This design comes from an exercise in tuning for small area, a short achievable clock period and few clock cycles on the open sky130 flow, not from production work.
At most, simulation tests tie the RTL to the original design; equivalence was not proved.

==> run P: inputs <==
// mx_chunk_rx
module mx_chunk_rx (
    input  wire       clk,
    input  wire       rst,
    input  wire       in_valid,
    output reg        in_ready,
    input  wire [7:0] in_data,
    input  wire       in_last,
    output reg        st_valid,
    output reg  [1:0] st_res,
    output reg  [2:0] st_cause,
    output reg        st_disc,
    output wire [7:0] st_msg_len,
    output wire       st_msg_bin,
    output wire       st_acc,
    output wire [7:0] st_rlen,
    output wire [4:0] st_exp_sn,
    output wire       st_frame_bin,
    output wire       m_valid,
    input  wire       m_ready,
    output wire [7:0] m_data,
    output wire       m_last
);
export LEC_CHECK = 0
export CAP_MARGIN = 20
export CORE_MARGIN = 2
export CORE_UTILIZATION = 40
export SETUP_SLACK_MARGIN = 5
export SLEW_MARGIN = 20
create_clock -name core_clock -period 10.0 [get_ports {clk}]
run.sh (not shown) runs the stock make flow with config.mk's settings and CLKGATE_MAP_FILE= SYNTH_SCRIPT=/design/flow/synth_recipe.tcl, a recipe that flattens the netlist after the stock synthesis.
==> inputs of run Z, as changes to run P <==
--- a/flow/design.v
+++ b/flow/design.v
@@ -75,19 +75,16 @@
     reg [7:0]  hdr;
     reg [7:0]  woff;         
     reg [31:0] hash;
     reg [7:0]  mq [0:QD-1];
     reg [1:0]  mqn;
     reg        mv_r;
     reg [7:0]  md_r;
     reg        ml_r;
-    reg        sk_v;         
-    reg [7:0]  sk_d;
-    reg        sk_l;
     function [31:0] fnv_up;
         input [31:0] h;
         input [7:0]  b;
         reg   [31:0] x, t0, t1, t2, t3, t4, t5, s1, s2, s3, s4;
         reg   [32:0] c1, c2, c3, c4;
         begin
             x = h ^ {24'd0, b};
             t0 = x;
@@ -193,39 +190,52 @@
             assign ring_top[g] = q[63:56];
         end
     endgenerate
     always @(posedge clk) begin
         if (wr_en)
             stg[ea[2:0]] <= dl2;
     end
     wire        has_msg = (mqn != 2'd0);
-    wire        load    = has_msg && !sk_v && ph == ra[2:0];
+    wire        load    = has_msg && ph == ra[2:0] && (!mv_r || m_ready);
     wire        pop     = load && mq[0] == 8'd1;
     wire [7:0]  rd_byte = (pc != 4'd0 && ra == wa) ? rw_byte : ring_top[ra[7:3]];
     wire        rd_last = mq[0] == 8'd1;
-    wire        out_mv  = !mv_r || m_ready;      
     reg         hdr_seen_n;
     reg  [7:0]  woff_n;
     reg  [7:0]  freec_n;
     always @(*) begin
         hdr_seen_n = hdr_seen;
         woff_n     = woff;
         if (hdr_in) begin
             hdr_seen_n = 1'b1;
             woff_n     = dl2[6] ? 8'd0 : r_len;
         end else if (push && hdr_seen) begin
             woff_n     = woff + 8'd1;
         end
         if (decide)
             hdr_seen_n = 1'b0;
         freec_n = freec + {7'd0, rd_done} - (ap_dlv ? woff : 8'd0);
     end
-    wire        wblk_n  = hdr_seen_n && woff_n < MAXF &&
-                          (rd_done ? woff_n > freec : woff_n >= freec);
+    reg         hs_p;
+    reg  [7:0]  wo_p;
+    always @(*) begin
+        hs_p = hdr_seen;
+        wo_p = woff;
+        if (take && dcnt == 2'd3 && !hdr_seen) begin
+            hs_p = 1'b1;
+            wo_p = dl2[6] ? 8'd0 : r_len;
+        end else if (take && hdr_seen) begin
+            wo_p = woff + 8'd1;
+        end
+        if (decide)
+            hs_p = 1'b0;
+    end
+    wire        wblk_n  = hs_p && wo_p < MAXF &&
+                          (rd_done ? wo_p > freec : wo_p >= freec);
     wire        ib_v_n  = (in_valid && in_ready) || (ib_v && !take);
     wire        dec_pend_n = (take && ib_l) || (dec_pend && !decide);
     integer i;
     always @(posedge clk) begin
         if (rst) begin
             r_acc      <= 1'b0;
             r_len      <= 8'd0;
             r_exp_sn   <= 5'd0;
@@ -235,96 +245,72 @@
             freec      <= MAXF[7:0];
             ra         <= 8'd0;
             rd_done    <= 1'b0;
             ph         <= 3'd0;
             wa         <= 8'd0;
             ea         <= 8'd0;
             pc         <= 4'd0;
             ib_v       <= 1'b0;
-            ib_d       <= 8'd0;
-            ib_l       <= 1'b0;
             dec_pend   <= 1'b0;
             ap_acc     <= 1'b0;
             ap_dlv     <= 1'b0;
             ap_drop    <= 1'b0;
             ap_jn      <= 4'd0;
             in_ready   <= 1'b1;
             wblk       <= 1'b0;
             wcnt       <= 5'd0;
             too_long   <= 1'b0;
             enc        <= 1'b0;
             dec_err    <= 1'b0;
             qidx       <= 2'd0;
-            qprev      <= 6'd0;
             q2_pad     <= 1'b0;
-            dl0        <= 8'd0;
-            dl1        <= 8'd0;
-            dl2        <= 8'd0;
             dcnt       <= 2'd0;
             hdr_seen   <= 1'b0;
-            hdr        <= 8'd0;
-            woff       <= 8'd0;
             hash       <= FNV_OFFSET;
-            for (i = 0; i < QD; i = i + 1) mq[i] <= 8'd0;
             mqn        <= 2'd0;
             mv_r       <= 1'b0;
-            md_r       <= 8'd0;
-            ml_r       <= 1'b0;
-            sk_v       <= 1'b0;
-            sk_d       <= 8'd0;
-            sk_l       <= 1'b0;
             st_valid   <= 1'b0;
             st_res     <= 2'd0;
             st_cause   <= 3'd0;
             st_disc    <= 1'b0;
         end else begin
             st_valid <= 1'b0;
             ph       <= ph + 3'd1;
             if (in_valid && in_ready) begin
                 ib_v <= 1'b1;
-                ib_d <= in_data;
-                ib_l <= in_last;
             end else if (take) begin
                 ib_v <= 1'b0;
             end
             if (take) begin
                 if (wcnt == MTU[4:0])
                     too_long <= 1'b1;
                 else
                     wcnt <= wcnt + 5'd1;
                 if (w_sent) begin
                     enc <= 1'b1;
                 end else if (is_sym) begin
-                    qprev <= sym_v;
                     if (qidx == 2'd2) q2_pad <= sym_pad;
                     if (q_bad) dec_err <= 1'b1;
                     qidx <= qidx + 2'd1;
                 end
                 if (ib_l) begin
                     dec_pend <= 1'b1;
                     if (enc && qidx != 2'd3) dec_err <= 1'b1;
                 end
             end
             hdr_seen <= hdr_seen_n;
-            woff     <= woff_n;
             freec    <= freec_n;
             wblk     <= wblk_n;
             in_ready <= !ib_v_n || (!dec_pend_n && !wblk_n);
             if (push) begin
-                dl0 <= p_byte;
-                dl1 <= dl0;
-                dl2 <= dl1;
-                if (dcnt != 2'd3) begin
+                if (dcnt != 2'd3)
                     dcnt <= dcnt + 2'd1;
-                end else begin
+                else
                     hash <= fnv_up(hash, dl2);
-                    if (!hdr_seen)
-                        hdr <= dl2;
-                end
             end
             if (drop) begin
                 ea <= tail;
                 if (drop_all) begin
                     wa <= tail;
                     pc <= 4'd0;
                 end else begin
                     if (rw_en) wa <= inc160(wa);
@@ -403,43 +389,49 @@
                 dec_err   <= 1'b0;
                 qidx      <= 2'd0;
                 q2_pad    <= 1'b0;
                 dcnt      <= 2'd0;
                 hash      <= FNV_OFFSET;
             end
             rd_done <= load;
             if (load) ra <= inc160(ra);
-            if (out_mv) begin
-                if (sk_v) begin
-                    mv_r <= 1'b1;
-                    md_r <= sk_d;
-                    ml_r <= sk_l;
-                end else begin
-                    mv_r <= load;
-                    md_r <= rd_byte;
-                    ml_r <= rd_last;
-                end
-            end
-            if (!out_mv && load) begin
-                sk_v <= 1'b1;
-                sk_d <= rd_byte;
-                sk_l <= rd_last;
-            end else if (out_mv) begin
-                sk_v <= 1'b0;
-            end
-            if (pop) begin
-                for (i = 0; i < QD - 1; i = i + 1) mq[i] <= mq[i+1];
-                mq[QD-1] <= 8'd0;
-            end else if (load) begin
-                mq[0] <= mq[0] - 8'd1;
-            end
-            if (enq)
-                mq[pop ? mqn - 2'd1 : mqn] <= woff;
+            if (load)
+                mv_r <= 1'b1;
+            else if (m_ready)
+                mv_r <= 1'b0;
             mqn <= mqn + (enq ? 2'd1 : 2'd0) - (pop ? 2'd1 : 2'd0);
         end
     end
+    always @(posedge clk) begin
+        if (in_valid && in_ready) begin
+            ib_d <= in_data;
+            ib_l <= in_last;
+        end
+        if (take && !w_sent && is_sym)
+            qprev <= sym_v;
+        if (push) begin
+            dl0 <= p_byte;
+            dl1 <= dl0;
+            dl2 <= dl1;
+        end
+        if (hdr_in)
+            hdr <= dl2;
+        woff <= woff_n;
+        if (load) begin
+            md_r <= rd_byte;
+            ml_r <= rd_last;
+        end
+        if (pop) begin
+            for (i = 0; i < QD - 1; i = i + 1) mq[i] <= mq[i+1];
+            mq[QD-1] <= 8'd0;
+        end else if (load) begin
+            mq[0] <= mq[0] - 8'd1;
+        end
+        if (enq)
+            mq[pop ? mqn - 2'd1 : mqn] <= woff;
+    end
     assign st_msg_len = st_res[1] ? woff : 8'd0;
     assign st_msg_bin = st_res[1] & r_fbin;
     assign m_valid = mv_r;
     assign m_data  = md_r;
     assign m_last  = ml_r;
 endmodule
==> flow/flow/run.sh (new file) <==
#!/bin/bash
export SETUP_SLACK_MARGIN=8
bash standard.sh > standard.log 2>&1
==> flow/standard.sh (new file) <==
#!/bin/bash
# synth_recipe.tcl (not shown) runs the flow's synth.tcl, then flattens the netlist and writes it again
# the make line also repeats each setting of config.mk as NAME=value (left out here)
make -C /OpenROAD-flow-scripts/flow DESIGN_CONFIG=/design/flow/config.mk WORK_HOME=/design/flow/orfs CLKGATE_MAP_FILE= SYNTH_SCRIPT=/design/flow/synth_recipe.tcl "${@:-finish}"
==> flow/config.mk (replaced) <==
export PLATFORM = sky130hd
export DESIGN_NAME = mx_chunk_rx
export DESIGN_NICKNAME = mx_chunk_rx
export VERILOG_FILES = /design/flow/design.v
export SDC_FILE = /design/flow/constraint.sdc
export NUM_CORES = 4
export LEC_CHECK = 0
export CAP_MARGIN = 20
export CORE_MARGIN = 2
export CORE_UTILIZATION = 40
export SLEW_MARGIN = 20
removed: flow/run.sh
==> summary.md <==
| Metric | Value |
|---|---|
| Status | `no timing/DRC/antenna violations` |
| Synth top area cells | `dfxtp_1 64%, edfxtp_1 5.7%, fa_1 3.6%` |
| Fmax | `roughly 0.21 GHz` |
| Slew headroom | `0.2343` |
| Clock sinks | `~1600` |
(the above is from run P)
==> summary.md <==
| Metric | Value |
|---|---|
| Status | `no timing/DRC/antenna violations` |
| Final setup viols | `0` |
| Slew headroom | `0.4690` |
| Fmax | `between 0.2 and 0.25 GHz` |
| Die Wd | `between 300 and 400 µm` |
| Synth top area cells | `dfxtp_1 61%, edfxtp_1 9.9%, fa_1 3.6%` |
| Fraction of area in multi-input gates | `0.2629` |
| Clock sinks | `~1600` |
(the above is from run Z)
Testbench counts of run Z, summed over its fixed seeds: cycles 30,639.
For run P, only the layout was checked, not whether the RTL still works.

separate check: timing with driven ports:
The flow's constraints put no driver on any port. The routed layouts listed below were extracted and timed again, unchanged, in two steps.
Step 1 sets driving cells, clkbuf_16 on the clock port and buf_2 on the other inputs (assumed; they add their load-dependent delay and slew).
Step 2 also shifts input and output timing later by t, the mid clock arrival at the registers, as if the neighbouring blocks saw the same clock.
Slacks: no drivers / after step 1 / after step 2; pairs: no drivers / after step 1.
run | t (ns) | setup WS [ns] | pins driven straight from the clock port
run P | 0.812 | 5.310 / 5.310 / 5.028 | 1
run Z | 0.802 | 5.574 / 5.574 / 5.574 | 1
After both steps setup and hold are still met in every run listed. The setup slack of run P, which loses most, moves by 0.000 ns with the drivers and by -0.282 ns with both steps.
